This design comes from an exercise in tuning for small area on the open sky130 flow, not from production work. Only simulation tests tie the RTL to the original design; equivalence was not proved. No activity file was given, so power comes from the tool's default toggle rates.

==> flow/design.v <==
module as608_fe (
    input  wire        clk,
    input  wire        rst,
    input  wire        bus_valid,
    input  wire        bus_we,
    input  wire [17:0] bus_addr,
    input  wire [1:0]  bus_size,      
    input  wire [31:0] bus_wdata,
    output reg  [31:0] bus_rdata,
    output reg         bus_err,
    input  wire        rx_valid,
    input  wire [7:0]  rx_data,
    output wire        tx_valid,
    output wire [7:0]  tx_data,
    input  wire        tick,
    input  wire        port_fault,
    output wire        irq
);
    localparam [3:0] E_TIMEOUT = 4'h1, E_START = 4'h2, E_ADDRESS = 4'h3,
                     E_LENGTH = 4'h4, E_CHECKSUM = 4'h5, E_KIND = 4'h6, E_TRUNCATED = 4'h7,
                     E_OVERFLOW = 4'h8, E_TRANSPORT = 4'h9, E_ILLEGAL = 4'hA, E_TXLEN = 4'hB;
    localparam [3:0] PH_PAY = 4'd9,  PH_CK1 = 4'd10, PH_CK2 = 4'd11,
                     PH_PAYF = 4'd12, PH_CK1N = 4'd14;
    integer i;
    reg        st_done, st_errf, st_rej, st_rxovf;
    reg [3:0]  st_err;
    reg [2:0]  irq_en;
    reg [31:0] addr_r;
    reg [1:0]  pkt_r;
    reg [15:0] flim_r;
    reg [31:0] tmo_r;
    reg [31:0] txlen_r;
    reg [6:0]  rxlen_r;
    reg        rxi_v;         
    reg [1:0]  rxi_k;         
    reg        rxi_cv;
    reg [15:0] fcnt_r;
    reg        m_tx, m_rx;    
    reg        e_bulk;
    reg [31:0] e_adr;
    reg [15:0] e_lim;
    reg [31:0] e_tmo;
    reg [31:0] e_tcnt;        
    reg [3:0]  ph;
    reg [6:0]  ptr;           
    reg [6:0]  mrem;          
    reg [6:0]  rest;          
    reg [1:0]  e_cc;          
    reg [1:0]  fk;            
    reg [15:0] acc;
    reg        fl;            
    reg [511:0] txb;
    reg [511:0] rxb;
    wire [7:0] rxi_conf = rxb[7:0];
    reg [255:0] rq;
    reg [4:0]   rq_rd;
    reg [5:0]   rq_cnt;
    wire busy = m_tx | m_rx;
    wire [1:0] h_rgn = bus_addr[17:16];
    wire       h_lo  = (bus_addr[15:6] == 10'd0);           
    wire       sz0 = (bus_size == 2'd0);
    wire       sz1 = (bus_size == 2'd1);
    wire       sz2 = (bus_size == 2'd2);
    wire h_misal = (sz1 && bus_addr[0]) || (sz2 && bus_addr[1:0] != 2'b00) ||
                   (bus_size == 2'd3);
    wire h_berr  = bus_valid && (h_misal || (h_rgn == 2'd0 && !sz2));
    wire h_ok    = bus_valid && !h_berr;
    wire h_rd    = h_ok && !bus_we && !rst;
    wire h_wr    = h_ok && bus_we;
    wire h_regwr = h_wr && h_rgn == 2'd0;
    wire h_txwr  = h_wr && h_rgn == 2'd1 && h_lo;
    reg [15:0] row;
    always @(*) begin
        for (i = 0; i < 16; i = i + 1)
            row[i] = (bus_addr[5:2] == i);
    end
    wire w_cmd  = h_regwr && h_lo && row[0];
    wire w_stat = h_regwr && h_lo && row[1];
    wire w_ien  = h_regwr && h_lo && row[2];
    wire w_adr  = h_regwr && h_lo && row[3];
    wire w_pkt  = h_regwr && h_lo && row[4];
    wire w_flim = h_regwr && h_lo && row[5];
    wire w_tmo  = h_regwr && h_lo && row[6];
    wire w_txl  = h_regwr && h_lo && row[7];
    wire rd_reg = h_rd && h_rgn == 2'd0 && h_lo;
    wire rd_tx  = h_rd && h_rgn == 2'd1 && h_lo;
    wire rd_rx  = h_rd && h_rgn == 2'd2 && h_lo;
    wire [31:0] hsel = {row & {16{rd_rx}}, row & {16{rd_tx}}};
    wire [31:0] lane_m;
    genvar g, k;
    generate
        for (g = 0; g < 32; g = g + 1) begin : g_lane
            as608_fe_andor #(.N(32)) u_ao (.s(hsel), .d({rxb[480 + g], rxb[448 + g], rxb[416 + g], rxb[384 + g],
                                                rxb[352 + g], rxb[320 + g], rxb[288 + g], rxb[256 + g],
                                                rxb[224 + g], rxb[192 + g], rxb[160 + g], rxb[128 + g],
                                                rxb[96 + g],  rxb[64 + g],  rxb[32 + g],  rxb[g],
                                                txb[480 + g], txb[448 + g], txb[416 + g], txb[384 + g],
                                                txb[352 + g], txb[320 + g], txb[288 + g], txb[256 + g],
                                                txb[224 + g], txb[192 + g], txb[160 + g], txb[128 + g],
                                                txb[96 + g],  txb[64 + g],  txb[32 + g],  txb[g]}),
                                   .y(lane_m[g]));
        end
    endgenerate
    reg [7:0] lane0;
    always @(*) begin
        case (bus_addr[1:0])
            2'd0: lane0 = lane_m[7:0];
            2'd1: lane0 = lane_m[15:8];
            2'd2: lane0 = lane_m[23:16];
            default: lane0 = lane_m[31:24];
        endcase
    end
    wire [7:0] lane1 = bus_addr[1] ? lane_m[31:24] : lane_m[15:8];
    wire [31:0] buf_rd = {sz2 ? lane_m[31:16] : 16'h0, sz0 ? 8'h0 : lane1, lane0};
    wire [15:0] rrow      = row & {16{rd_reg}};
    wire        rsel_kind = rrow[9] & rxi_v;
    wire        rsel_conf = rrow[9] & rxi_cv;
    wire [11:0] stat_w    = {st_err, 3'b000, st_rxovf, st_rej, st_errf, st_done, busy};
    wire [3:0]  rxi_kraw  = {rxi_k == 2'd3, rxi_k == 2'd2, rxi_k[0] ^ rxi_k[1], ~rxi_k[0]};
    wire [31:0] reg_rd;
    as608_fe_andor #(.N(11)) u_rr0 (.s({rrow[11], rrow[10], rsel_kind, rrow[8], rrow[7], rrow[6], rrow[5], rrow[4], rrow[3], rrow[2], rrow[1]}),
        .d({rq_cnt[0], fcnt_r[0], rxi_kraw[0], rxlen_r[0], txlen_r[0], tmo_r[0], flim_r[0], pkt_r[0], addr_r[0], irq_en[0], stat_w[0]}), .y(reg_rd[0]));
    as608_fe_andor #(.N(11)) u_rr1 (.s({rrow[11], rrow[10], rsel_kind, rrow[8], rrow[7], rrow[6], rrow[5], rrow[4], rrow[3], rrow[2], rrow[1]}),
        .d({rq_cnt[1], fcnt_r[1], rxi_kraw[1], rxlen_r[1], txlen_r[1], tmo_r[1], flim_r[1], pkt_r[1], addr_r[1], irq_en[1], stat_w[1]}), .y(reg_rd[1]));
    as608_fe_andor #(.N(10)) u_rr2 (.s({rrow[11], rrow[10], rsel_kind, rrow[8], rrow[7], rrow[6], rrow[5], rrow[3], rrow[2], rrow[1]}),
        .d({rq_cnt[2], fcnt_r[2], rxi_kraw[2], rxlen_r[2], txlen_r[2], tmo_r[2], flim_r[2], addr_r[2], irq_en[2], stat_w[2]}), .y(reg_rd[2]));
    as608_fe_andor #(.N(9)) u_rr3 (.s({rrow[11], rrow[10], rsel_kind, rrow[8], rrow[7], rrow[6], rrow[5], rrow[3], rrow[1]}),
        .d({rq_cnt[3], fcnt_r[3], rxi_kraw[3], rxlen_r[3], txlen_r[3], tmo_r[3], flim_r[3], addr_r[3], stat_w[3]}), .y(reg_rd[3]));
    as608_fe_andor #(.N(8)) u_rr4 (.s({rrow[11], rrow[10], rrow[8], rrow[7], rrow[6], rrow[5], rrow[3], rrow[1]}),
        .d({rq_cnt[4], fcnt_r[4], rxlen_r[4], txlen_r[4], tmo_r[4], flim_r[4], addr_r[4], stat_w[4]}), .y(reg_rd[4]));
    as608_fe_andor #(.N(7)) u_rr5 (.s({rrow[11], rrow[10], rrow[8], rrow[7], rrow[6], rrow[5], rrow[3]}),
        .d({rq_cnt[5], fcnt_r[5], rxlen_r[5], txlen_r[5], tmo_r[5], flim_r[5], addr_r[5]}), .y(reg_rd[5]));
    as608_fe_andor #(.N(6)) u_rr6 (.s({rrow[10], rrow[8], rrow[7], rrow[6], rrow[5], rrow[3]}),
        .d({fcnt_r[6], rxlen_r[6], txlen_r[6], tmo_r[6], flim_r[6], addr_r[6]}), .y(reg_rd[6]));
    as608_fe_andor #(.N(5)) u_rr7 (.s({rrow[10], rrow[7], rrow[6], rrow[5], rrow[3]}),
        .d({fcnt_r[7], txlen_r[7], tmo_r[7], flim_r[7], addr_r[7]}), .y(reg_rd[7]));
    as608_fe_andor #(.N(7)) u_rr8 (.s({rrow[10], rsel_conf, rrow[7], rrow[6], rrow[5], rrow[3], rrow[1]}),
        .d({fcnt_r[8], rxi_conf[0], txlen_r[8], tmo_r[8], flim_r[8], addr_r[8], stat_w[8]}), .y(reg_rd[8]));
    as608_fe_andor #(.N(7)) u_rr9 (.s({rrow[10], rsel_conf, rrow[7], rrow[6], rrow[5], rrow[3], rrow[1]}),
        .d({fcnt_r[9], rxi_conf[1], txlen_r[9], tmo_r[9], flim_r[9], addr_r[9], stat_w[9]}), .y(reg_rd[9]));
    as608_fe_andor #(.N(7)) u_rr10 (.s({rrow[10], rsel_conf, rrow[7], rrow[6], rrow[5], rrow[3], rrow[1]}),
        .d({fcnt_r[10], rxi_conf[2], txlen_r[10], tmo_r[10], flim_r[10], addr_r[10], stat_w[10]}), .y(reg_rd[10]));
    as608_fe_andor #(.N(7)) u_rr11 (.s({rrow[10], rsel_conf, rrow[7], rrow[6], rrow[5], rrow[3], rrow[1]}),
        .d({fcnt_r[11], rxi_conf[3], txlen_r[11], tmo_r[11], flim_r[11], addr_r[11], stat_w[11]}), .y(reg_rd[11]));
    as608_fe_andor #(.N(6)) u_rr12 (.s({rrow[10], rsel_conf, rrow[7], rrow[6], rrow[5], rrow[3]}),
        .d({fcnt_r[12], rxi_conf[4], txlen_r[12], tmo_r[12], flim_r[12], addr_r[12]}), .y(reg_rd[12]));
    as608_fe_andor #(.N(6)) u_rr13 (.s({rrow[10], rsel_conf, rrow[7], rrow[6], rrow[5], rrow[3]}),
        .d({fcnt_r[13], rxi_conf[5], txlen_r[13], tmo_r[13], flim_r[13], addr_r[13]}), .y(reg_rd[13]));
    as608_fe_andor #(.N(6)) u_rr14 (.s({rrow[10], rsel_conf, rrow[7], rrow[6], rrow[5], rrow[3]}),
        .d({fcnt_r[14], rxi_conf[6], txlen_r[14], tmo_r[14], flim_r[14], addr_r[14]}), .y(reg_rd[14]));
    as608_fe_andor #(.N(6)) u_rr15 (.s({rrow[10], rsel_conf, rrow[7], rrow[6], rrow[5], rrow[3]}),
        .d({fcnt_r[15], rxi_conf[7], txlen_r[15], tmo_r[15], flim_r[15], addr_r[15]}), .y(reg_rd[15]));
    as608_fe_andor #(.N(4)) u_rr16 (.s({rrow[9], rrow[7], rrow[6], rrow[3]}),
        .d({rxi_cv, txlen_r[16], tmo_r[16], addr_r[16]}), .y(reg_rd[16]));
    as608_fe_andor #(.N(3)) u_rr17 (.s({rrow[7], rrow[6], rrow[3]}),
        .d({txlen_r[17], tmo_r[17], addr_r[17]}), .y(reg_rd[17]));
    as608_fe_andor #(.N(3)) u_rr18 (.s({rrow[7], rrow[6], rrow[3]}),
        .d({txlen_r[18], tmo_r[18], addr_r[18]}), .y(reg_rd[18]));
    as608_fe_andor #(.N(3)) u_rr19 (.s({rrow[7], rrow[6], rrow[3]}),
        .d({txlen_r[19], tmo_r[19], addr_r[19]}), .y(reg_rd[19]));
    as608_fe_andor #(.N(3)) u_rr20 (.s({rrow[7], rrow[6], rrow[3]}),
        .d({txlen_r[20], tmo_r[20], addr_r[20]}), .y(reg_rd[20]));
    as608_fe_andor #(.N(3)) u_rr21 (.s({rrow[7], rrow[6], rrow[3]}),
        .d({txlen_r[21], tmo_r[21], addr_r[21]}), .y(reg_rd[21]));
    as608_fe_andor #(.N(3)) u_rr22 (.s({rrow[7], rrow[6], rrow[3]}),
        .d({txlen_r[22], tmo_r[22], addr_r[22]}), .y(reg_rd[22]));
    as608_fe_andor #(.N(3)) u_rr23 (.s({rrow[7], rrow[6], rrow[3]}),
        .d({txlen_r[23], tmo_r[23], addr_r[23]}), .y(reg_rd[23]));
    as608_fe_andor #(.N(3)) u_rr24 (.s({rrow[7], rrow[6], rrow[3]}),
        .d({txlen_r[24], tmo_r[24], addr_r[24]}), .y(reg_rd[24]));
    as608_fe_andor #(.N(3)) u_rr25 (.s({rrow[7], rrow[6], rrow[3]}),
        .d({txlen_r[25], tmo_r[25], addr_r[25]}), .y(reg_rd[25]));
    as608_fe_andor #(.N(3)) u_rr26 (.s({rrow[7], rrow[6], rrow[3]}),
        .d({txlen_r[26], tmo_r[26], addr_r[26]}), .y(reg_rd[26]));
    as608_fe_andor #(.N(3)) u_rr27 (.s({rrow[7], rrow[6], rrow[3]}),
        .d({txlen_r[27], tmo_r[27], addr_r[27]}), .y(reg_rd[27]));
    as608_fe_andor #(.N(3)) u_rr28 (.s({rrow[7], rrow[6], rrow[3]}),
        .d({txlen_r[28], tmo_r[28], addr_r[28]}), .y(reg_rd[28]));
    as608_fe_andor #(.N(3)) u_rr29 (.s({rrow[7], rrow[6], rrow[3]}),
        .d({txlen_r[29], tmo_r[29], addr_r[29]}), .y(reg_rd[29]));
    as608_fe_andor #(.N(3)) u_rr30 (.s({rrow[7], rrow[6], rrow[3]}),
        .d({txlen_r[30], tmo_r[30], addr_r[30]}), .y(reg_rd[30]));
    as608_fe_andor #(.N(3)) u_rr31 (.s({rrow[7], rrow[6], rrow[3]}),
        .d({txlen_r[31], tmo_r[31], addr_r[31]}), .y(reg_rd[31]));
    wire [31:0] rd_val = buf_rd | reg_rd;
    always @(posedge clk) begin
        bus_rdata <= rd_val;
        bus_err   <= h_berr && !rst;
    end
    reg [31:0] qsel;
    always @(*) begin
        for (i = 0; i < 32; i = i + 1)
            qsel[i] = (rq_rd == i);
    end
    wire [7:0] q_b;
    generate
        for (g = 0; g < 8; g = g + 1) begin : g_q
            wire [31:0] qd;
            for (k = 0; k < 32; k = k + 1) begin : g_k
                assign qd[k] = rq[8*k + g];
            end
            as608_fe_andor #(.N(32)) u_ao (.s(qsel), .d(qd), .y(q_b[g]));
        end
    endgenerate
    reg [63:0] pdec;
    always @(*) begin
        for (i = 0; i < 64; i = i + 1)
            pdec[i] = (ptr[5:0] == i);
    end
    wire [7:0] tx_pb, tpl, tph;
    generate
        for (g = 0; g < 8; g = g + 1) begin : g_tp
            wire [63:0] td;
            for (k = 0; k < 64; k = k + 1) begin : g_k
                assign td[k] = txb[8*k + g];
            end
            as608_fe_andor #(.N(32)) u_lo (.s(pdec[31:0]),  .d(td[31:0]),  .y(tpl[g]));
            as608_fe_andor #(.N(32)) u_hi (.s(pdec[63:32]), .d(td[63:32]), .y(tph[g]));
        end
    endgenerate
    assign tx_pb = tpl | tph;
    wire       is_pay = (ph == PH_PAY) || (ph == PH_PAYF);
    wire       is_ck1 = ph[3] & ph[1] & ~ph[0];
    wire       is_ck2 = ph[3] & ph[1] & ph[0];
    wire [1:0] kcode  = (m_tx & e_bulk) ? {rest == 7'd0, 1'b1} : fk;
    wire [7:0] kbyte  = {4'h0, kcode == 2'd3, kcode == 2'd2, kcode[0] ^ kcode[1], ~kcode[0]};
    wire [7:0] lbyte  = {1'b0, mrem} + 8'd3;
    reg [7:0] fbyte;
    always @(*) begin
        case (ph)
            4'd0: fbyte = 8'hEF;
            4'd1: fbyte = 8'h01;
            4'd2: fbyte = e_adr[31:24];
            4'd3: fbyte = e_adr[23:16];
            4'd4: fbyte = e_adr[15:8];
            4'd5: fbyte = e_adr[7:0];
            4'd6: fbyte = kbyte;
            4'd7: fbyte = 8'h00;
            4'd8: fbyte = lbyte;
            PH_PAY, PH_PAYF: fbyte = tx_pb;
            4'd10, 4'd14: fbyte = acc[15:8];
            default: fbyte = acc[7:0];
        endcase
    end
    assign tx_valid = m_tx;
    assign tx_data  = fbyte;
    assign irq = (st_done & irq_en[0]) | (st_errf & irq_en[1]) |
                 ((st_rej | st_rxovf) & irq_en[2]);
    reg        n_done, n_errf, n_rej, n_rxovf;
    reg [3:0]  n_err;
    reg [6:0]  n_rxlen;
    reg        n_rxi_v, n_rxi_cv;
    reg [1:0]  n_rxi_k;
    reg [15:0] n_fcnt;
    reg        n_tx, n_rx, n_bulk;
    reg        e_load;                   
    reg [3:0]  n_ph;
    reg [6:0]  n_ptr, n_mrem, n_rest;
    reg [1:0]  n_cc;
    reg [1:0]  n_fk;
    reg [15:0] n_acc;
    reg        n_fl;
    reg [31:0] n_tcnt;
    reg        rb_we;
    reg        q_pop, q_push, q_flush;
    reg [5:0]  q_cnt1;
    reg [3:0]  cop;
    reg        illegal;
    reg [6:0]  cap, mchunk;
    reg [7:0]  m8;
    reg [8:0]  ovf_sum;
    reg        neq;
    reg        restart;
    reg [31:0] tc_base;
    reg        rx_go;
    always @(*) begin
        n_done = st_done; n_errf = st_errf; n_rej = st_rej; n_rxovf = st_rxovf;
        n_err = st_err;
        n_rxlen = rxlen_r; n_rxi_v = rxi_v; n_rxi_k = rxi_k; n_rxi_cv = rxi_cv;
        n_fcnt = fcnt_r;
        n_tx = m_tx; n_rx = m_rx; n_bulk = e_bulk; e_load = 1'b0;
        n_ph = ph; n_ptr = ptr; n_mrem = mrem; n_rest = rest; n_fk = fk; n_cc = e_cc;
        n_acc = acc; n_fl = fl;
        rb_we = 1'b0; q_pop = 1'b0; q_flush = 1'b0;
        restart = 1'b0;
        cop = bus_wdata[3:0];
        illegal = (cop >= 4'd6) || (bus_wdata[31:6] != 26'd0) ||
                  (bus_wdata[5:4] != 2'd0 && cop != 4'd1);
        case (e_cc)
            2'd0: cap = 7'd29;
            2'd1: cap = 7'd61;
            default: cap = 7'd127;
        endcase
        mchunk = (rest < cap) ? rest : cap;
        m8 = q_b - 8'd3;
        ovf_sum = {2'b00, rxlen_r} + {1'b0, q_b};
        neq = (q_b != fbyte);
        if (w_cmd) begin
            if (busy) begin
                if (bus_wdata != 32'd0) n_rej = 1'b1;
            end else if (illegal) begin
                n_done = 1'b0; n_errf = 1'b1; n_err = E_ILLEGAL;
            end else if (cop == 4'd5) begin
                n_done = 1'b1; n_errf = 1'b0; n_err = 4'h0;
                q_flush = 1'b1;
            end else if (cop != 4'd0) begin
                n_done = 1'b0; n_errf = 1'b0; n_err = 4'h0;
                n_fcnt = 16'd0;
                e_load = 1'b1;
                n_bulk = (cop[0] & cop[1]) | cop[2];   
                n_ph = 4'd0; n_acc = 16'd0; n_ptr = 7'd0;
                if (cop[0]) begin
                    if (txlen_r[31:7] != 25'd0 || (txlen_r[6] && txlen_r[5:0] != 6'd0)) begin
                        n_errf = 1'b1; n_err = E_TXLEN;
                    end else begin
                        n_tx = 1'b1;
                        n_fk = bus_wdata[5:4];
                        n_rest = txlen_r[6:0];
                        n_cc = cop[1] ? (pkt_r[1] ? 2'd2 : {1'b0, pkt_r[0]}) : 2'd2;
                    end
                end else begin
                    n_rx = 1'b1;
                    n_rxlen = 7'd0; n_rxi_v = 1'b0; n_rxi_k = 2'd0; n_rxi_cv = 1'b0;
                end
            end
        end
        if (w_stat) begin
            if (bus_wdata[1]) n_done  = 1'b0;
            if (bus_wdata[2]) n_errf  = 1'b0;
            if (bus_wdata[3]) n_rej   = 1'b0;
            if (bus_wdata[4]) n_rxovf = 1'b0;
        end
        rx_go = m_rx && rq_cnt != 6'd0;
        if (m_tx || rx_go) begin
            if (rx_go) q_pop = 1'b1;
            if ((ph[3:1] == 3'b011) || ph == 4'd8 || is_pay)
                n_acc = acc + {8'h00, m_tx ? fbyte : q_b};
            if (ph[3] == 1'b0) begin
                n_ph = ph + 4'd1;
                if (m_tx && ph == 4'd0) begin
                    n_mrem = mchunk;
                    n_rest = rest - mchunk;
                end
            end else if (ph == 4'd8) begin
                n_ph = ((m_tx ? {1'b0, mrem} : m8) == 8'd0) ? PH_CK1N : PH_PAYF;
            end else if (is_pay) begin
                n_ph = (mrem == 7'd1) ? PH_CK1 : PH_PAY;
                n_ptr = ptr + 7'd1;
                n_mrem = mrem - 7'd1;
            end else if (is_ck1) begin
                n_ph = ph + 4'd1;
            end
            n_fl = ((ph == 4'd3 || ph == 4'd4) ? fl : 1'b0) | neq;
        end
        if (m_tx) begin
            if (is_ck2) begin
                n_fcnt = fcnt_r + 16'd1;
                n_ph = 4'd0; n_acc = 16'd0;
                if (rest == 7'd0) begin
                    n_tx = 1'b0; n_done = 1'b1;
                end
            end
        end else if (rx_go) begin
            if (ph == 4'd1 || ph == 4'd5) begin
                if (fl || neq) begin
                    n_rx = 1'b0; n_errf = 1'b1; n_err = ph[2] ? E_ADDRESS : E_START;
                end
            end else if (ph == 4'd6) begin
                case (q_b)
                    8'h01: n_fk = 2'd0;
                    8'h02: n_fk = 2'd1;
                    8'h07: n_fk = 2'd2;
                    default: n_fk = 2'd3;
                endcase
                if (!(q_b == 8'h02 || q_b == 8'h08 ||
                      (!e_bulk && (q_b == 8'h01 || q_b == 8'h07)))) begin
                    n_rx = 1'b0; n_errf = 1'b1; n_err = E_KIND;
                end
            end else if (ph == 4'd8) begin
                n_mrem = m8[6:0];
                if (!fl && q_b < 8'd3) begin
                    n_rx = 1'b0; n_errf = 1'b1; n_err = E_LENGTH;
                end else if (fl || ovf_sum > 9'd67) begin
                    n_rx = 1'b0; n_errf = 1'b1; n_err = E_OVERFLOW;
                end
            end else if (is_pay) begin
                rb_we = 1'b1;
            end else if (is_ck2) begin
                if (fl || neq) begin
                    n_rx = 1'b0; n_errf = 1'b1; n_err = E_CHECKSUM;
                end else begin
                    n_rxlen = ptr;
                    n_rxi_v = 1'b1; n_rxi_k = fk;
                    n_rxi_cv = (fk == 2'd2) && !ph[2];
                    n_fcnt = fcnt_r + 16'd1;
                    if (!e_bulk || fk == 2'd3) begin
                        n_rx = 1'b0; n_done = 1'b1;
                    end else if (n_fcnt == e_lim) begin
                        n_rx = 1'b0; n_errf = 1'b1; n_err = E_TRUNCATED;
                    end else begin
                        n_ph = 4'd0; n_acc = 16'd0;
                        restart = 1'b1;
                    end
                end
            end
        end
        if (port_fault && busy && (n_tx || n_rx)) begin
            n_tx = 1'b0; n_rx = 1'b0; n_errf = 1'b1; n_err = E_TRANSPORT;
        end
        tc_base = (restart || e_load) ? 32'd1 : e_tcnt;
        n_tcnt = tc_base + {31'd0, tick & m_rx};
        if (tick && m_rx && n_rx) begin
            if (tc_base == e_tmo) begin
                n_rx = 1'b0; n_errf = 1'b1;
                n_err = (n_ph == 4'd0) ? E_TIMEOUT : E_LENGTH;
            end
        end
        q_cnt1 = q_flush ? 6'd0 : rq_cnt - {5'd0, q_pop};
        q_push = rx_valid && !q_cnt1[5];
        if (rx_valid && q_cnt1[5]) n_rxovf = 1'b1;
    end
    always @(posedge clk) begin
        if (rst) begin
            st_done <= 1'b0; st_errf <= 1'b0; st_rej <= 1'b0; st_rxovf <= 1'b0;
            st_err <= 4'h0; irq_en <= 3'd0;
            addr_r <= 32'hFFFFFFFF; pkt_r <= 2'd0; flim_r <= 16'd4096; tmo_r <= 32'd1000;
            txlen_r <= 32'd0; rxlen_r <= 7'd0;
            rxi_v <= 1'b0; rxi_k <= 2'd0; rxi_cv <= 1'b0; fcnt_r <= 16'd0;
            m_tx <= 1'b0; m_rx <= 1'b0;
            rq_cnt <= 6'd0;
        end else begin
            st_done <= n_done; st_errf <= n_errf; st_rej <= n_rej; st_rxovf <= n_rxovf;
            st_err <= n_err;
            if (w_ien)  irq_en  <= bus_wdata[2:0];
            if (w_adr)  addr_r  <= bus_wdata;
            if (w_pkt)  pkt_r   <= bus_wdata[1:0];
            if (w_flim) flim_r  <= (bus_wdata[15:0] == 16'd0) ? 16'd1 : bus_wdata[15:0];
            if (w_tmo)  tmo_r   <= (bus_wdata == 32'd0) ? 32'd1 : bus_wdata;
            if (w_txl)  txlen_r <= bus_wdata;
            rxlen_r <= n_rxlen;
            rxi_v <= n_rxi_v; rxi_k <= n_rxi_k; rxi_cv <= n_rxi_cv; fcnt_r <= n_fcnt;
            m_tx <= n_tx; m_rx <= n_rx;
            rq_cnt <= q_cnt1 + {5'd0, q_push};
        end
    end
    always @(posedge clk) begin
        if (e_load) begin
            e_adr <= addr_r; e_lim <= flim_r; e_tmo <= tmo_r;
        end
        e_bulk <= n_bulk;
        e_tcnt <= n_tcnt;
        ph <= n_ph; ptr <= n_ptr; mrem <= n_mrem; rest <= n_rest; fk <= n_fk; e_cc <= n_cc;
        acc <= n_acc; fl <= n_fl;
        if (q_flush) rq_rd <= rq_rd + rq_cnt[4:0];
        else if (q_pop) rq_rd <= rq_rd + 5'd1;
    end
    wire [4:0] q_widx = rq_rd + rq_cnt[4:0];
    always @(posedge clk) begin
        for (i = 0; i < 32; i = i + 1)
            if (!rst && q_push && q_widx == i)
                rq[8*i +: 8] <= rx_data;
    end
    always @(posedge clk) begin
        for (i = 0; i < 64; i = i + 1)
            if (!rst && rb_we && pdec[i])
                rxb[8*i +: 8] <= q_b;
    end
    wire [7:0] wd0 = bus_wdata[7:0];
    wire [7:0] wd1 = sz0 ? bus_wdata[7:0] : bus_wdata[15:8];
    wire [7:0] wd2 = sz2 ? bus_wdata[23:16] : bus_wdata[7:0];
    wire [7:0] wd3 = sz0 ? bus_wdata[7:0] : sz1 ? bus_wdata[15:8] : bus_wdata[31:24];
    wire [31:0] wdw = {wd3, wd2, wd1, wd0};
    reg  [3:0] col;
    always @(*) begin
        col[0] = sz2 || (sz1 && !bus_addr[1]) || (sz0 && bus_addr[1:0] == 2'd0);
        col[1] = sz2 || (sz1 && !bus_addr[1]) || (sz0 && bus_addr[1:0] == 2'd1);
        col[2] = sz2 || (sz1 &&  bus_addr[1]) || (sz0 && bus_addr[1:0] == 2'd2);
        col[3] = sz2 || (sz1 &&  bus_addr[1]) || (sz0 && bus_addr[1:0] == 2'd3);
    end
    always @(posedge clk) begin
        for (i = 0; i < 64; i = i + 1)
            if (!rst && h_txwr && row[i/4] && col[i%4])
                txb[8*i +: 8] <= wdw[8*(i%4) +: 8];
    end
endmodule
module as608_fe_andor #(
    parameter N = 3
) (
    input  wire [N-1:0] s,
    input  wire [N-1:0] d,
    output wire         y
);
    localparam G = N / 3;            
    localparam R = N - 3 * G;        
    wire [G:0] n;
    genvar g;
    generate
        for (g = 0; g < G; g = g + 1) begin : g_a
            as608_fe_aoi222 u (.A1(s[3*g]), .A2(d[3*g]), .B1(s[3*g+1]), .B2(d[3*g+1]),
                               .C1(s[3*g+2]), .C2(d[3*g+2]), .Y(n[g]));
        end
        if (R == 2) begin : g_r2
            as608_fe_aoi22 u (.A1(s[N-2]), .A2(d[N-2]), .B1(s[N-1]), .B2(d[N-1]), .Y(n[G]));
        end else if (R == 1) begin : g_r1
            assign n[G] = ~(s[N-1] & d[N-1]);
        end else begin : g_r0
            assign n[G] = 1'b1;
        end
    endgenerate
    assign y = ~&n;
endmodule
module as608_fe_aoi222 (
    input  wire A1, A2, B1, B2, C1, C2,
    output wire Y
);
    assign Y = ~((A1 & A2) | (B1 & B2) | (C1 & C2));
endmodule
module as608_fe_aoi22 (
    input  wire A1, A2, B1, B2,
    output wire Y
);
    assign Y = ~((A1 & A2) | (B1 & B2));
endmodule
==> flow/flow/run.sh <==
#!/bin/bash
# Layout flow: ORFS synthesis with an area-oriented ABC mapping script, with
# the design's AND-OR-INVERT helper modules (as608_fe_aoi222/aoi22) kept as
# single library cells instead of being flattened into generic logic. The
# registers come out exactly as in the standard synthesis; only the
# combinational mapping differs. Then the standard layout steps, with CTS
# settings that avoid dummy loads and oversized clock buffers.
set -euo pipefail
W=$(pwd)
F=$W/flow

# synthesis script: the standard flow's own, with ORFS's synth.tcl patched
sed -e "s#^source \$::env(SCRIPTS_DIR)/synth_preamble.tcl#source \$::env(SCRIPTS_DIR)/synth_preamble.tcl\nset abc_args [lreplace \$abc_args 1 1 $F/area.abc]\nputs \"abc args: \$abc_args\"#" \
    -e "s#^hierarchy -check -top \$::env(DESIGN_NAME)#hierarchy -check -top \$::env(DESIGN_NAME)\nif {[catch {blackbox as608_fe_aoi222 as608_fe_aoi22} bbmsg]} { puts \"no cell helpers: \$bbmsg\" } else { puts \"blackboxed cell helpers\" }#" \
    -e "s#^  log_cmd abc {\*}\$abc_args#  log_cmd abc {*}\$abc_args\n  chtype -map as608_fe_aoi222 sky130_fd_sc_hd__a222oi_1 -map as608_fe_aoi22 sky130_fd_sc_hd__a22oi_1\n  catch {delete as608_fe_aoi222 as608_fe_aoi22}#" \
    "$FLOW_HOME/scripts/synth.tcl" > "$W/own_synth.tcl"
[ "$(grep -c 'lreplace\|blackboxed cell helpers\|chtype -map' "$W/own_synth.tcl")" = 3 ]
sed -e "s#^source \$::env(SCRIPTS_DIR)/synth.tcl#source $W/own_synth.tcl#" "$W/synth_recipe.tcl" > "$W/own_synth_recipe.tcl"
grep -q "own_synth.tcl" "$W/own_synth_recipe.tcl"

# the make command line of standard.sh, with our synthesis script
MK=$(grep '^make ' "$W/standard.sh")
SYNTH_MK=$(echo "$MK" | sed -e "s#SYNTH_SCRIPT=[^ ]*#SYNTH_SCRIPT=$W/own_synth_recipe.tcl#" -e 's#"\${@:-finish}"#synth#')
echo "$SYNTH_MK" > "$W/own_synth_cmd.txt"
bash -c "$SYNTH_MK" > "$W/own_synth.log" 2>&1

export CTS_ARGS="-sink_clustering_enable -repair_clock_nets -dont_use_dummy_load -buf_list sky130_fd_sc_hd__clkbuf_8 -sink_clustering_size 14 -sink_clustering_max_diameter 60"
export BUFFER_PORTS_ARGS="-buffer_cell sky130_fd_sc_hd__buf_1"
bash "$W/standard.sh" finish > "$W/own_layout.log" 2>&1
==> flow/flow/area.abc <==
strash
&get -n
&st
&syn4
&dch -f
&nf -a -R 1000 -p
&st
&syn4
&dch -f
&nf -a -R 1000 -p
&put
==> flow/standard.sh <==
#!/bin/bash
# synth_recipe.tcl (not shown) runs the flow's synth.tcl, then flattens the netlist and writes it again
# the make line also repeats each setting of config.mk as NAME=value (left out here)
make -C /OpenROAD-flow-scripts/flow DESIGN_CONFIG=/design/flow/config.mk WORK_HOME=/design/flow/orfs CLKGATE_MAP_FILE= SYNTH_SCRIPT=/design/flow/synth_recipe.tcl "${@:-finish}"
==> flow/config.mk <==
export PLATFORM = sky130hd
export DESIGN_NAME = as608_fe
export DESIGN_NICKNAME = as608_fe
export VERILOG_FILES = /design/flow/design.v
export SDC_FILE = /design/flow/constraint.sdc
export NUM_CORES = 8
export LEC_CHECK = 0
export CAP_MARGIN = 20
export CELL_PAD_IN_SITES_DETAIL_PLACEMENT = 1
export CELL_PAD_IN_SITES_GLOBAL_PLACEMENT = 1
export CORE_MARGIN = 2
export CORE_UTILIZATION = 52
export PLACE_DENSITY = 0.62
export SLEW_MARGIN = 20
==> flow/constraint.sdc <==
create_clock -name core_clock -period 15.0 [get_ports {clk}]
set_input_delay 3.0000 -clock core_clock [delete_from_list [all_inputs] [get_ports {clk}]]
set_output_delay 3.0000 -clock core_clock [all_outputs]
set_load 0.01 [all_outputs]
==> results of run 1 <==
[worst max-delay path: cells and delay by family (launching register included)]
kind            cells  cell delay, ns
compound gates      7            2.80
buf+inv             3            0.78
xor+xnor            1            0.17
flops               1            0.55
simple gates       15            5.13
[flip-flops by register name (all words and copies together), names as in the netlist, 4 cells and up]
| name | flops |
|---|---|
| fcnt_r | 16 |
| txlen_r | 32 |
| rest | 7 |
| txb | 512 |
| acc | 16 |
| tmo_r | 32 |
| rq_cnt | 6 |
| mrem | 7 |
| e_lim | 16 |
| rxb | 512 |
| st_err | 4 |
| flim_r | 16 |
| addr_r | 32 |
| ph | 4 |
| bus_rdata | 32 |
| e_tcnt | 32 |
| e_tmo | 32 |
| e_adr | 32 |
| rq_rd | 5 |
| rq | 256 |
| rxlen_r | 7 |
| ptr | 7 |
[area by class of cell]
class	count	area share, %
sequential	1637	65.6
multi-input combinational	2609	25.8
clock buffer	150	2.91
tap	1637	2.89
timing repair buffer	272	2.38
inverter	69	0.369
antenna	11	0.0388
[stage by stage]
stage | instances | setup WS [ns] | hold WS [ns] | util [%]
2_1_floorplan | 4315 | 4.54 | 0.418 | -
3_3_place_gp | 6210 | 5.90 | 0.454 | 55.4
3_5_place_dp | 6222 | 5.56 | 0.453 | 55.7
4_1_cts | 6372 | 6.10 | 0.435 | 57.3
5_1_grt | 6376 | 5.37 | 0.455 | 57.4
6_report | 6385 | 5.45 | 0.452 | 57.4
[where the power goes]
part,switching [mW],internal (mW)
clock,1.45,0.892
sequential,0.00456,4.93
combinational,0.225,0.0432
[per-layer routing]
metal,vias to the layer above,GRT usage [%],share of wire [%]
met5,-,0,0.068
li1,19400,-,-
met3,811,13.6,15
met1,25000,58.2,37
met2,4207,60.7,42
met4,28,20.1,5.8
[cell usage after synthesis (8+ instances only)]
cell	number	area share, %
edfxtp_1	1369	64
a222oi_1	622	9.6
nor2_1	431	2.5
dfxtp_1	268	8.3
nand2_1	224	1.3
nand4_1	184	1.8
nor3_1	126	0.98
nand3_1	115	0.89
o21ai_0	106	0.82
a21oi_1	98	0.76
a22o_1	90	1.2
a22oi_1	80	0.93
clkinv_1	69	0.40
xor2_1	66	0.89
ha_1	55	1.1
xnor2_1	44	0.60
nor4_1	40	0.39
o22a_1	34	0.46
nand2b_1	31	0.30
nor2b_1	29	0.28
or3_1	19	0.18
o22ai_1	16	0.15
and2_0	15	0.15
or2_0	15	0.15
a221oi_1	13	0.18
o211ai_1	13	0.15
a21o_1	12	0.14
nor3b_1	11	0.13
a211oi_1	10	0.12
and3_1	10	0.097
a221o_1	8	0.12
[cells in the final DEF (no fill, tap or decap), types with 13 or more instances in the layout]
cell,count
nor4_1,39
o22ai_1,15
ha_1,55
nand2b_1,31
o211ai_1,13
nor3_2,46
xnor2_1,44
a21oi_1,97
nand4_1,184
nand2_1,222
buf_1,98
or2_0,14
nor2_2,40
clkinv_1,64
buf_4,156
xor2_1,66
nand3_1,115
nor3_1,80
and2_0,15
a22oi_1,80
a22o_1,90
edfxtp_1,1369
a222oi_1,622
a221oi_1,13
o21ai_0,102
nor2b_1,29
o22a_1,34
clkbuf_8,150
nor2_1,388
dfxtp_1,268
or3_1,13
[final timing paths]
path / startpoint / depth (start not counted) / endpoint
max reg2reg: ptr[2] / 26 / st_err[0]
min: addr_r[27] / 0 / e_adr[27]
min reg2reg: addr_r[27] / 0 / e_adr[27]
max: ptr[2] / 26 / st_err[0]
[kinds of logic (layout without fill, tap and decap cells)]
logic type / Yosys count / in the layout / synth area share [%]
multiplexers: 10 / 10 / 0.165
adder cells (fa/ha/maj): 59 / 59 / 1.19
AO/OA/AOI/OAI: 1159 / 1159 / 15.4
other: 0 / 11 / 0
XOR/XNOR: 110 / 110 / 1.49
buffers and inverters: 69 / 491 / 0.401
AND/OR/NAND/NOR: 1271 / 1271 / 9.40
flip-flops: 1637 / 1637 / 71.9
==> metrics.md, run 1 <==
| Metric | Value |
|---|---|
| DP Wirelength | 192 mm |
| Site row count | between 100 and 150 |
| First-pass GRT wire length | 374 mm |
| Multi-input gate area | approximately 0.018 mm2 |
| Syn Inst Count | 4315 |
| Final WL | 272 mm |
| H-tree levels | 4 |
| Slew Limit Fails | 0 |
| CP Max Fanout | 40 |
| Fin Clk Skew | 0.101 ns |
| Clk latency of the worst-skew pair | 0.94 ns |
| Die width | 356 um |
| Final Hold Viols | 0 |
| Synthesized area per cell | between 10 and 15 um2 |
| # port buffers | about 110 |
| WL/cell | between 40 and 50 um |
| YS warnings | 3 |
| F_max | 105 MHz |
| PwrDens | 107 mW/mm2 |
| CP Data Required Time | 15.78 ns |
| Fillers | 11.7k |
| CP Launch Type | register |
| Fin crit share | a little under two thirds |
| CP max stage cell | nor4_1 |
| Most used DFF post-synth | edfxtp_1 |
| CTS buffer count | 150 |
| Layout area overhead | 9.68% |
| Hold buffers post-CTS | 0 |
| Nets | slightly below 5k |
| Die ar. | 0.127 mm2 |
| Final Wtd Congestion | 1.05 |
| Std-Cell Core Area | 0.123 mm2 |
| Crit path largest cell delay | 1.06 ns |
| Die height | 356 um |
| Post-synth cell types | 60 |
| TritonRoute pass-1 iters | 17 |
| Clk buf depth | 3 |
| Sink Count | about 1.6k |
| Crit Path Class | register to register |
| Setup TNS | 0 ns |
| Min Tclk post-route | ~9.5 ns |
| Sequential area share after synthesis | 71.9% |
| Antenna violations before repair | 26 |
| Post-CTS Setup Repair Bufs | 0 |
| Max_cap viols | 0 |
| Worst EP arrival | about 10 ns |
| Register Area | between 0.04 and 0.05 mm2 |
| Tot Pwr | approximately 7.5 mW |
| # DRC | 0 |
| CTS root buffer | clkbuf_8 |
| Worst-path clk slew | roughly 0.1 ns |
| Least-Margin Pin Slew | 1.33 ns |
| Largest net degree at the start of global routing | 69 |
| GRT Util Overall | 42.2% |
| Final setup viols | 0 |
| CTS tree | built |
| Crit path capture type | register |
| Status | timing/DRC/antenna clean |
| Final Instance Area | 0.0709 mm2 |
| DR vias/cell | 7.74 |
| Rel. slew slack | 10.6% |
| Initial Util | 52.3% |
| Final ANT Viol Nets | 0 |
| Placed cell area | 0.0687 mm2 |
| Post-synth EDFFs | about 1.4k |
| Fraction of layout cells with a size suffix above 1 | a little under a tenth |
| Vias post-DR | 49.4k |
| Worst hold path class | register to register |
| Number of global-route vias before repair | approximately 47k |
| Mapped cell area | 0.0646 mm2 |
| Yosys reg bits | 1637 |
| Iteration-0 DRC Markers | 11.7k |
| Cell mode on critical path | nor4_1 |
| RSZ-0062 raised after global routing | no |
| Post-cts resize count | 0 |
| Peak supply drop | between 100 and 150 uV |
| Ys async rst share | 0% |
| Grt ovf | 0 |
| Reg2reg setup slack | around 5.5 ns |
| LEAKAGE | 22.1 nW |
| Synthesized Nets | 4441 |
| Number of top-level pins | 110 |
==> run 2: changes to the inputs <==
--- a/flow/flow/run.sh
+++ b/flow/flow/run.sh
@@ -24,6 +24,6 @@
 echo "$SYNTH_MK" > "$W/own_synth_cmd.txt"
 bash -c "$SYNTH_MK" > "$W/own_synth.log" 2>&1
 
-export CTS_ARGS="-sink_clustering_enable -repair_clock_nets -dont_use_dummy_load -buf_list sky130_fd_sc_hd__clkbuf_8 -sink_clustering_size 14 -sink_clustering_max_diameter 60"
+export CTS_ARGS="-sink_clustering_enable -repair_clock_nets -dont_use_dummy_load -buf_list sky130_fd_sc_hd__clkbuf_8 -sink_clustering_size 14 -sink_clustering_max_diameter 70"
 export BUFFER_PORTS_ARGS="-buffer_cell sky130_fd_sc_hd__buf_1"
 bash "$W/standard.sh" finish > "$W/own_layout.log" 2>&1
==> metrics.md, run 2 <==
| Metric | Value |
|---|---|
| Status | timing/DRC/antenna clean |
| Post-CTS Setup Repair Bufs | 0 |
| Layout area overhead | 9.45% |
| Logic pwr share | 3.6% |
| CP Data Required Time | 15.74 ns |
| # DRC | 0 |
| CP max stage cell | nor3_1 |
| Worst hold path class | register to register |
| Cell Int Power | 5.81 mW |
| Fin Clk Skew | approximately 0.087 ns |
| Ys async rst share | 0% |
| CP Launch Type | register |
| List of most frequent post-synthesis cells | 1369 x edfxtp_1, 622 x a222oi_1, 431 x nor2_1, 268 x dfxtp_1, 224 x nand2_1 |
| Site row count | around 130 |
| Worst-path clk slew | 0.10 ns |
| Syn Inst Count | 4315 |
| Register Area | 0.0465 mm2 |
| Sequential area share after synthesis | 71.9% |
| Iteration-0 DRC Markers | approximately 12k |
| CTS root buffer | clkbuf_8 |
| Synth area leader | edfxtp_1 |
| Slew Limit Fails | 0 |
| Final Util | 57.3% |
| Post-synth EDFFs | 1369 |
| Initial Util | between 50 and 60% |
| Post-cts resize count | 0 |
| GRT Util Overall | 42.2% |
| YS warnings | 3 |
| Crit path largest cell delay | around 0.86 ns |
| Crit Path Class | register to register |
| WL/cell | between 40 and 50 um |
| TritonRoute pass-1 iters | 17 |
| Clk latency of the worst-skew pair | between 0.9 and 1 ns |
| Final Wtd Congestion | approximately 1.0 |
| Switching pwr | 1.67 mW |
| Antenna violations before repair | 17 |
| Number of global-route vias before repair | 47.4k |
| Fraction of layout cells with a size suffix above 1 | 8.99% |
| Clk buf depth | 3 |
| Vias post-DR | approximately 49k |
| Reg2reg setup slack | 5.48 ns |
| Synthesized Nets | 4441 |
| Registers with the most flip-flops | rxb (512), txb (512), rq (256) |
| Final setup viols | 0 |
| Max_cap viols | 0 |
| WHS | around 0.45 ns |
| First-pass GRT wire length | 374 mm |
| Die width | 356 um |
| LEAKAGE | between 20 and 25 nW |
| FF-to-FF path depth | 28 |
| RSZ-0062 raised after global routing | no |
| Peak supply drop | between 100 and 150 uV |
| Tot Pwr | 7.47 mW |
| Final ANT Viol Nets | 0 |
| DP Wirelength | 192 mm |
| Worst EP arrival | 10.26 ns |
| DR vias/cell | 7.75 |
| CTS tree | built |
| FF-to-FF End | st_err[0] |
| Least-Margin Pin Slew | 1.33 ns |
| Sink Count | 1637 |
| Number of top-level pins | 110 |
| Most common cell after layout, fill and taps aside | edfxtp_1 |
| PwrDens | 106 mW/mm2 |
| Yosys reg bits | around 1.6k |
| Crit path capture type | register |
| # port buffers | between 100 and 150 |
| Setup TNS | 0 ns |
| CP Max Fanout | 40 |
| Most area-consuming cells after synthesis | edfxtp_1 64%, a222oi_1 9.6%, dfxtp_1 8.3% |
| Min Tclk post-route | 9.52 ns |
| F_max | 105 MHz |
| Fin crit share | 63.5% |
| Nets | 4854 |
| Die height | about 360 um |
| Largest net degree at the start of global routing | 69 |
| Post-synth cell types | 60 |
| Grt ovf | 0 |
| Fillers | 11.7k |
| WHS Endpoint | e_adr[5] |
| Sequential power share | between 60 and 70% |
| Share of total power in the clock network | ~30% |
| Final WL | 272 mm |
| Rel. slew slack | 10.9% |
| CTS buffer count | 140 |
| Worst Hold Launch | addr_r[5] |
| Synthesized area per cell | 15.0 um2 |
| H-tree levels | 4 |
| Top-count cell post-synth | edfxtp_1 |
| Top cell type's share of synthesized area | 63.6% |
| Hold Path Depth | 0 |
| Std-Cell Core Area | 0.123 mm2 |
| Most frequent cells in the layout | 1369 x edfxtp_1, 622 x a222oi_1, 386 x nor2_1 |
| Multi-input gate area | 0.0183 mm2 |
| Reg2reg start | ptr[2] |
| Most used DFF post-synth | edfxtp_1 |
| Hold buffers post-CTS | 0 |
| Mapped cell area | 0.0646 mm2 |
| Die ar. | 0.127 mm2 |
| Switching fraction of total power | 22.3% |
| Final Hold Viols | 0 |
run 2: changes by cell type in the layout (fill, tap and decap cells not counted):
cell	delta
nor2_1	-2
diode_2	-3
clkbuf_8	-10
nor2_2	+2
buf_4	-1
run 2: layer usage:
metal,global-route usage [%],vias up,routed length (um)
met3,13.1,766,40100
li1,-,19400,-
met5,0,-,127
met2,60.7,4271,116000
met4,20.1,20,15400
met1,58.5,25000,101000
run 2: power by group through the flow:
stage / logic (mW) / clock network (mW) / registers, mW
floorplan: 0.0785 / 0 / 5.04
global placement: 0.244 / 0 / 5.04
detailed placement: 0.253 / 0 / 5.04
CTS: 0.252 / 2.28 / 4.93
global route: 0.267 / 2.42 / 4.93
finish: 0.268 / 2.27 / 4.93
run 2: cells by family after synthesis:
logic type,after synthesis,synth area share [%]
and+or+nand+nor,1271,9.40
buffers and inverters,69,0.401
adders and majority gates,59,1.19
muxes,10,0.165
AOI/OAI and AO/OA,1159,15.4
xor gates and xnor gates,110,1.49
DFF,1637,71.9
run 2: worst max-delay path: cells and delay by family, from the launching register on:
kind	cells	cell delay, ns
buffers and inverters	3	0.78
xor gates and xnor gates	1	0.12
DFF	1	0.56
and+or+nand+nor	17	5.62
AOI/OAI and AO/OA	7	2.29
run 2: metrics by stage:
stage | instance area [um2] | setup slack [ns] | cells
floorplan | 64600 | 4.54 | 4315
global placement | 68400 | 5.90 | 6210
detailed placement | 68700 | 5.56 | 6222
CTS | 70600 | 6.06 | 6362
global route | 70700 | 5.50 | 6365
finish | 70700 | 5.48 | 6371
run 2: worst max-delay path by stage:
stage	start	to	slack (ns)	cells after the start
2_1_floorplan	bus_size[0]	st_err[0]	4.54	18
3_3_place_gp	bus_size[1]	st_err[0]	5.90	21
3_5_place_dp	bus_size[1]	st_err[0]	5.56	21
4_1_cts	ptr[1]	st_err[0]	6.06	29
5_1_grt	ptr[2]	st_err[0]	5.50	28
6_report	ptr[2]	st_err[0]	5.48	28
run 2: area by class of cell:
cell class              instances  share of cell area, %
diodes                          8                 0.0283
repair buffers                271                   2.37
well taps                    1637                   2.90
inverters                      69                  0.370
flip-flops and latches       1637                   65.7
multi-input cells            2609                   25.9
clock buffers                 140                   2.73
==> run 3: changes to the inputs <==
==> flow/flow/area.abc (replaced) <==
strash
&get -n
&st
&dc2
&dch
&nf -a -R 1000 -p
&st
&dc2
&dch
&nf -a -R 1000 -p
&put
==> metrics.md, run 3 <==
| Metric | Value |
|---|---|
| Die width | approximately 360 um |
| CP Launch Type | register |
| Min Tclk post-route | 9.92 ns |
| Final Hold Viols | 0 |
| Die height | 356 um |
| Most common cell after layout, fill and taps aside | edfxtp_1 |
| Most used DFF post-synth | edfxtp_1 |
| Status | timing/DRC/antenna clean |
| FF-to-FF path depth | 32 |
| Iteration-0 DRC Markers | 12.1k |
| CP max stage cell | nand2_1 |
| CTS root buffer | clkbuf_8 |
| FF-to-FF End | e_tcnt[31] |
| TritonRoute pass-1 iters | 17 |
| WHS Endpoint | flim_r[12] |
| Post-cts resize count | 0 |
| H-tree levels | 4 |
| F_max | roughly 100 MHz |
| Top-count cell post-synth | edfxtp_1 |
| RSZ-0062 raised after global routing | no |
| CTS tree | built |
| Final setup viols | 0 |
| # DRC | 0 |
| Layout area overhead | 10.3% |
| Sink Count | roughly 1.6k |
| Worst Hold Launch | flim_r[12] |
| Number of global-route vias before repair | between 40k and 50k |
| Registers with the most flip-flops | rxb (512), txb (512), rq (256) |
| Clk latency of the worst-skew pair | around 0.93 ns |
| CP Max Fanout | 39 |
| Synth area leader | edfxtp_1 |
| Grt ovf | 0 |
| Synth Area in Compound Gates | between 10% and 20% |
| Most frequent cells in the layout | 1369 x edfxtp_1, 616 x a222oi_1, 390 x nor2_1 |
| CP Data Required Time | 15.78 ns |
| Crit Path Class | register to register |
| LEAKAGE | 22.1 nW |
| Ys async rst share | 0% |
| Largest net degree at the start of global routing | 87 |
| Sequential area share after synthesis | 72.0% |
| Worst hold path class | register to register |
| DR top layer | met5 |
| Final WL | 274 mm |
| CP top delay family | simple AND/OR/NAND/NOR gates |
| Synthesized Nets | around 4.5k |
| Least-Margin Pin Slew | 1.31 ns |
| CTS buffer count | around 140 |
| Initial Util | 52.3% |
| Antenna violations before repair | 27 |
| Yosys reg bits | 1637 |
| Number of top-level pins | between 100 and 150 |
| Post-synth EDFFs | 1369 |
| Reg2reg start | ptr[0] |
| Synth Area in Adders | ~1.2% |
| Max_cap viols | 0 |
| WL/cell | 42.2 um |
| Peak supply drop | between 100 and 150 uV |
| Met1 Routed Length | 102 mm |
| Fraction of layout cells with a size suffix above 1 | 10.5% |
| Final ANT Viol Nets | 0 |
| Hold Path Depth | 2 |
| GRT Util Overall | a little over two fifths |
| DR vias/cell | between 7 and 8 |
| Hold buffers post-CTS | 0 |
| Fillers | roughly 12k |
| Worst-path clk slew | 0.10 ns |
| Setup TNS | 0 ns |
| Buf/Inv on CP | 3 |
| Vias post-DR | 50.2k |
| Met2 WL | roughly 120 mm |
| XOR/XNOR Fraction of Synth Area | 1.29% |
| Largest family of logic cells by synthesized area | compound AO/OA/AOI/OAI gates |
| Met3 WL | 39.1 mm |
| Slew Limit Fails | 0 |
| Post-synth cell types | 60 |
| Final Wtd Congestion | 1.07 |
| DP Wirelength | just under 200 mm |
| Final Util | 57.6% |
| Worst EP arrival | between 10 and 15 ns |
| Mapped cell area | approximately 0.065 mm2 |
| Reg2reg setup slack | between 5 and 6 ns |
| Rel. slew slack | about an eighth |
| # port buffers | 109 |
| Crit path largest cell delay | 0.65 ns |
| Std-Cell Core Area | approximately 0.12 mm2 |
| Cell mode on critical path | nand4_1 |
| Die ar. | 0.127 mm2 |
| Post-CTS Setup Repair Bufs | 0 |
| Syn Inst Count | 4406 |
| Multiplexer share of the synthesized area | less than 1% |
| YS warnings | 3 |
| Crit path capture type | register |
| PwrDens | between 100 and 150 mW/mm2 |
| Fin Clk Skew | 0.107 ns |
| First-pass GRT wire length | about 380 mm |
| Nets | 4992 |
| Top cell type's share of synthesized area | approximately 64% |
| Synthesized area per cell | 14.6 um2 |
| Most area-consuming cells after synthesis | edfxtp_1 64%, a222oi_1 9.6%, dfxtp_1 8.3% |
| Simple-gate portion of the synthesized area | a little over a tenth |
| List of most frequent post-synthesis cells | 1369 x edfxtp_1, 616 x a222oi_1, 430 x nor2_1, 311 x nand2_1, 273 x nor3_1 |
| Fin crit share | between 60 and 70% |
| Clk buf depth | 3 |
| Site row count | 129 |
==> run 3: changes by cell type in the layout (fill, tap and decap cells not counted), sizes merged, moves of 27 or more <==
cell | before | now
nor3 | 126 | 273
a22o | 90 | 1
nand2 | 224 | 311
a21oi | 98 | 146
buf | 260 | 306
a22oi | 80 | 121
nand4 | 184 | 151
o21ai | 106 | 76
o22a | 34 | 4
nand3 | 115 | 88
==> run 3: area by class of cell <==
class | count | area [um2] | share of cell area, %
sequential | 1637 | 46500 | 65.3
multi-input combinational | 2712 | 18500 | 26.0
tap | 1637 | 2050 | 2.88
timing repair buffer | 316 | 1990 | 2.79
clock buffer | 142 | 1950 | 2.75
inverter | 57 | 214 | 0.301
antenna | 4 | 10.0 | 0.0141
==> run 3: cells by family after synthesis <==
logic type      Yosys count
mux                       5
compound gates         1112
flops                  1637
xor+xnor                 95
simple gates           1441
fa+ha+maj                59
buf+inv                  57
==> run 3: through the flow <==
step	hold slack [ns]	setup WS (ns)	total power [mW]	cells	area, um2
3_5_place_dp	0.444	5.32	5.66	6352	68900
3_3_place_gp	0.438	5.67	5.65	6347	68800
5_1_grt	0.471	4.59	8.03	6502	71200
2_1_floorplan	0.428	1.72	5.32	4406	64500
4_1_cts	0.462	5.35	7.85	6494	70900
6_report	0.465	5.08	7.88	6505	71200
==> run 3: worst max path at each step <==
stage | endpoint | slack, ns | cells after the start | start
finish | e_tcnt[31] | 5.08 | 32 | ptr[0]
global route | e_tcnt[31] | 4.59 | 32 | ptr[0]
CTS | e_tcnt[31] | 5.35 | 32 | ptr[0]
detailed placement | e_tcnt[31] | 5.32 | 26 | bus_addr[1]
global placement | e_tcnt[31] | 5.67 | 26 | bus_addr[1]
floorplan | e_tcnt[31] | 1.72 | 23 | bus_size[1]
==> run 3: metal layers <==
layer | vias up | track usage (%)
met5 | - | 0
met3 | 792 | 12.3
met4 | 24 | 19.4
met1 | 25400 | 59.0
met2 | 4228 | 62.6
li1 | 19700 | -
==> run 3: power by group <==
part	leakage (nW)	switching, mW	internal, mW
Combinational	6.77	0.496	0.150
Sequential	14.3	0.0324	4.92
Clock	1.02	1.43	0.847
Total	22.1	1.96	5.92
==> run 3: worst register-to-register path: cells and delay by family (launching register included) <==
family	cells	cell delay, ns
AND/OR/NAND/NOR	21	6.60
AO/OA/AOI/OAI	4	1.48
buffers and inverters	3	0.47
adder cells (fa/ha/maj)	2	0.45
flip-flops	1	0.45
XOR/XNOR	2	0.35

-- re-timing with driven ports --
In the flow no input, the clock included, has a driving cell. The finished layouts below were timed again as built, in two steps.
Step 1 assumes that a clkbuf_16 drives the clock port and a buf_2 every other input.
Step 2 also shifts input and output timing later by t, the mid clock arrival at the registers, as if the neighbouring blocks saw the same clock.
Slacks: ideal ports / drivers / drivers and shift; pairs: ideal ports / drivers.
run | t, ns | setup WS [ns] | hold slack, ns | latest minus earliest clock arrival (ns)
run 1 | 0.968 | 5.450 / 5.450 / 5.301 | 0.452 / 0.452 / 0.452 | 0.101 / 0.101
run 2 | 0.948 | 5.482 / 5.482 / 5.227 | 0.447 / 0.447 / 0.447 | 0.090 / 0.091
run 3 | 0.956 | 5.078 / 5.078 / 5.078 | 0.465 / 0.465 / 0.465 | 0.108 / 0.108
After both steps every run listed still meets setup and hold. The setup slack of run 2, which loses most, moves by 0.000 ns with the drivers and by -0.255 ns with both steps.
